Context: an optimization exercise on an open-source flow, tuned for small area. The choices shown serve that exercise and are no tape-out recipe. No activity file was given, so power comes from the tool's default toggle rates.

==> module sp_parser, before the edit <==
module sp_parser (
    input  wire        clk,
    input  wire        rst,         
    input  wire        in_valid,    
    input  wire [7:0]  in_byte,
    input  wire        json_ok,     
    output wire        st_valid,    
    output wire [7:0]  status,      
    output wire        pay_valid,   
    output wire [7:0]  pay_byte,
    output wire [1:0]  msg_state,   
    output wire [1:0]  msg_tag,     
    output wire [15:0] msg_props,
    output wire [15:0] msg_cmd,
    output wire [15:0] msg_plen,
    output wire        msg_stby,
    output wire [31:0] hb_epoch,
    output wire [31:0] hb_serial,
    output wire [15:0] hb_volt,
    output wire [7:0]  hb_temp,
    output wire [7:0]  hb_mode
);
    localparam [1:0] TAG_SAR  = 2'd1;
    localparam [1:0] TAG_STBY = 2'd2;
    localparam [1:0] TAG_HB   = 2'd3;
    reg        r_st_valid;
    reg        r_pay_valid;
    reg  [7:0] r_pay_byte;
    reg        m_valid;         
    reg        m_cinv;          
    reg        ez, ex, ey;
    reg  [3:0] idx;             
    reg  [1:0] tag;             
    reg        hck_hi;          
    reg [10:0] acc;             
    reg [15:0] pck;             
    reg [15:0] props;
    reg  [7:0] sh [0:10];       
    wire       push    = in_valid;
    wire [3:0] idx_inc = {idx[3] ^ (&idx[2:0]), idx[2] ^ (&idx[1:0]), idx[1] ^ idx[0], ~idx[0]};
    wire       scan    = (idx[3:1] == 3'd0);
    wire       is_sig  = (in_byte == 8'h54);
    wire       in_pay  = (idx == 4'd12);
    wire       at_cmd  = (idx == 4'd9);
    wire       at_len  = (idx == 4'd11);
    wire       is_hb   = (tag == TAG_HB);
    wire [1:0] code    = (in_byte == 8'h03) ? TAG_SAR  :
                         (in_byte == 8'h05) ? TAG_STBY :
                         (in_byte == 8'h08) ? TAG_HB   : 2'd0;
    wire       cmd_bad = !((in_byte == 8'hFF) && (tag != 2'd0));
    wire [7:0]  acc_op  = in_pay ? 8'd1 : in_byte;
    reg  [10:0] acc_sub;
    reg  [15:0] pck_sub;
    reg         abr, pbr;
    integer j;
    always @* begin
        abr = 1'b0;
        for (j = 0; j < 11; j = j + 1) begin
            if (j < 8) begin
                acc_sub[j] = acc[j] ^ acc_op[j] ^ abr;
                abr = (~acc[j] & acc_op[j]) | (~acc[j] & abr) | (acc_op[j] & abr);
            end else begin
                acc_sub[j] = acc[j] ^ abr;
                abr = ~acc[j] & abr;
            end
        end
        pbr = 1'b0;
        for (j = 0; j < 16; j = j + 1) begin
            if (j < 8) begin
                pck_sub[j] = pck[j] ^ in_byte[j] ^ pbr;
                pbr = (~pck[j] & in_byte[j]) | (~pck[j] & pbr) | (in_byte[j] & pbr);
            end else begin
                pck_sub[j] = pck[j] ^ pbr;
                pbr = ~pck[j] & pbr;
            end
        end
    end
    wire [15:0] len    = {in_byte, sh[0]};
    wire       len_gt  = (len[15:10] != 6'd0) ||
                         ((len[9:4] == 6'h3F) && (len[3] || (len[2] && (len[1] || len[0]))));
    wire       len_bad = (tag == TAG_STBY) ? (len != 16'd1) :
                         is_hb             ? (len != 16'd15) :
                                             len_gt;
    wire       acc_lo0 = (acc_sub[3:0] == 4'd0);
    wire       acc_hi0 = (acc_sub[10:4] == 7'd0);
    wire       hck_bad = hck_hi || !(acc_lo0 && acc_hi0);
    wire       hdr_bad = len_bad || hck_bad;
    wire       len_zero = (len == 16'd0);
    wire       done_hdr = at_len && !hdr_bad && len_zero;
    wire       done_pay = in_pay && acc_lo0 && (is_hb || acc_hi0);
    wire       done     = done_hdr || done_pay;
    wire       pck_ok   = (pck_sub == 16'd0);
    wire       sh_pay   = in_pay && ((tag == TAG_STBY) ||
                                     (is_hb && (acc[3] || acc[2])));
    wire       sh_en    = (idx[3:1] == 3'd5) || sh_pay;
    always @(posedge clk) begin
        r_pay_byte <= in_byte;
        if (rst) begin
            r_st_valid  <= 1'b0;
            r_pay_valid <= 1'b0;
            m_valid     <= 1'b0;
            m_cinv      <= 1'b0;
            ez          <= 1'b0;
            ex          <= 1'b0;
            ey          <= 1'b0;
            idx         <= 4'd0;
        end else begin
            r_st_valid  <= push;
            r_pay_valid <= push && in_pay;
            if (push) begin
                m_valid <= 1'b0;
                m_cinv  <= 1'b0;
                ez      <= 1'b0;
                ex      <= 1'b0;
                ey      <= 1'b0;
                if (scan) begin
                    if (is_sig) begin
                        idx <= idx_inc;
                    end else begin
                        idx <= 4'd0;
                        ez  <= 1'b1;
                    end
                end else if (at_cmd && cmd_bad) begin
                    idx <= 4'd0;
                    ez  <= 1'b1;
                    ey  <= 1'b1;
                end else if (at_len && hdr_bad) begin
                    idx <= 4'd0;
                    ex  <= len_bad;
                    ey  <= hck_bad;
                end else if (done) begin
                    idx <= 4'd0;
                    if (!pck_ok) begin
                        ez <= 1'b1;
                        ex <= 1'b1;
                    end else if (tag == TAG_SAR && !json_ok)
                        m_cinv <= 1'b1;
                    else
                        m_valid <= 1'b1;
                end else if (!in_pay) begin
                    idx <= idx_inc;
                end
            end
        end
    end
    integer k;
    always @(posedge clk) begin
        if (push) begin
            case (idx)
                4'd2: acc[7:0]  <= in_byte;
                4'd3: begin
                    acc[10:8] <= in_byte[2:0];
                    hck_hi    <= (in_byte[7:3] != 5'd0);
                end
                4'd4: pck[7:0]  <= in_byte;
                4'd5: pck[15:8] <= in_byte;
                4'd6: props[7:0]  <= in_byte;
                4'd7: props[15:8] <= in_byte;
                4'd8: tag <= code;
                4'd11: acc <= {1'b0, in_byte[1:0], sh[0]};
                default: ;
            endcase
            if ((idx >= 4'd6 && idx <= 4'd10) || in_pay)
                acc <= acc_sub;
            if (in_pay)
                pck <= pck_sub;
            if (sh_en) begin
                sh[0] <= in_byte;
                for (k = 1; k < 11; k = k + 1)
                    sh[k] <= sh[k-1];
            end
            if (sh_pay)
                {acc[10:4], hck_hi} <= sh[10];
        end
    end
    wire [7:0] hb_b0 = {acc[10:4], hck_hi};
    assign st_valid  = r_st_valid;
    assign pay_valid = r_pay_valid;
    assign pay_byte  = r_pay_byte;
    assign status    = {1'b0, m_cinv, ez & ex, !ez & ey, !ez & ex,
                        ez & ey, ez & !ex & !ey, m_valid};
    assign msg_state = {m_valid | m_cinv, m_cinv};
    assign msg_tag   = m_valid ? tag : 2'd0;
    assign msg_props = props;
    assign msg_cmd   = {8'hFF, 4'h0, is_hb, tag == TAG_STBY,
                        tag == TAG_SAR, !is_hb};
    assign msg_plen  = (tag == TAG_SAR)  ? {6'd0, sh[0][1:0], sh[1]} :
                       (tag == TAG_STBY) ? 16'd1 : 16'd15;
    assign msg_stby  = (sh[0] != 8'd0);
    assign hb_epoch  = {sh[8], sh[9], sh[10], hb_b0};
    assign hb_serial = {sh[4], sh[5], sh[6], sh[7]};
    assign hb_volt   = {sh[2], sh[3]};
    assign hb_temp   = sh[1];
    assign hb_mode   = sh[0];
endmodule
export LEC_CHECK = 0
export CAP_MARGIN = 20
export CORE_MARGIN = 2
export CORE_UTILIZATION = 65
export SLEW_MARGIN = 20
create_clock -name core_clock -period 6.0 [get_ports {clk}]
standard.sh (not shown) runs the stock make flow with config.mk's settings and CLKGATE_MAP_FILE= SYNTH_SCRIPT=/design/flow/synth_recipe.tcl, a recipe that flattens the netlist after the stock synthesis.
==> flow/flow/run.sh <==
#!/bin/bash
set -euo pipefail
bash standard.sh \
  "BUFFER_PORTS_ARGS=-buffer_cell sky130_fd_sc_hd__buf_1" \
  "CTS_ARGS=-sink_clustering_enable -repair_clock_nets -dont_use_dummy_load -buf_list sky130_fd_sc_hd__clkbuf_8 -sink_clustering_size 30 -sink_clustering_max_diameter 80" \
  finish > flow_standard.log 2>&1
Then changed:
--- a/flow/design.v
+++ b/flow/design.v
@@ -80,17 +80,16 @@
                          ((len[9:4] == 6'h3F) && (len[3] || (len[2] && (len[1] || len[0]))));
     wire       len_bad = (tag == TAG_STBY) ? (len != 16'd1) :
                          is_hb             ? (len != 16'd15) :
                                              len_gt;
-    wire       acc_lo0 = (acc_sub[3:0] == 4'd0);
-    wire       acc_hi0 = (acc_sub[10:4] == 7'd0);
-    wire       hck_bad = hck_hi || !(acc_lo0 && acc_hi0);
+    wire       acc_hi0 = (acc[10:4] == 7'd0);
+    wire       hck_bad = hck_hi || (acc != {3'd0, in_byte});
     wire       hdr_bad = len_bad || hck_bad;
     wire       len_zero = (len == 16'd0);
     wire       done_hdr = at_len && !hdr_bad && len_zero;
-    wire       done_pay = in_pay && acc_lo0 && (is_hb || acc_hi0);
+    wire       done_pay = in_pay && (acc[3:0] == 4'd1) && (is_hb || acc_hi0);
     wire       done     = done_hdr || done_pay;
-    wire       pck_ok   = (pck_sub == 16'd0);
+    wire       pck_ok   = (pck == {8'd0, in_byte});
     wire       sh_pay   = in_pay && ((tag == TAG_STBY) ||
                                      (is_hb && (acc[3] || acc[2])));
     wire       sh_en    = (idx[3:1] == 3'd5) || sh_pay;
     always @(posedge clk) begin
Register-to-register slack gets worse by 140 ps.
Routed wire length fell by 1.8%.
Fmax rose by 3.6%.
Power stays flat.
Area after synthesis rose by 3.6%.
Utilization fell by 3.8 points.
Synthesized cell count rose by 7.7%.
Die area rose by 3.4%.
Cell area fell by 0.37%.
Critical path depth fell by 3.
Final cell count rose by 3.4%.
Flip-flop and latch count stays the same.
Global-route usage fell by 0.63 points.
Via count rose by 3.2%.
Function was not checked in any run of this note: the RTL went through the layout flow alone.

-- separate check: timing with driven ports --
The results above use ideal ports. As a check the final layouts listed here were re-extracted and re-timed, cells and wires unchanged. Step 1 sets driving cells, clkbuf_16 on the clock port and buf_2 on the other inputs (assumed; they add their load-dependent delay and slew). Step 2 moves the port delays by t, midway between the first and last clock arrival at a register: inputs arrive t later, outputs are due t later. That takes back most of the time a late clock gives input paths. Three values: ideal, step 1, step 2; two values: the first two.
run | t (ns) | slack for setup (ns) | worst data-port slew with drivers (ns) | cell pins on the clock port's net
the first run | 0.473 | 0.112 / 0.107 / -0.365 | 0.06 | 1
the second run | 0.469 | 0.315 / 0.315 / -0.084 | 0.04 | 1
Met with ideal ports but missed after step 2: setup timing in the first run and the second run. For the first run, which loses most, drivers alone change the setup slack by -0.005 ns; drivers and shift together by -0.477 ns.
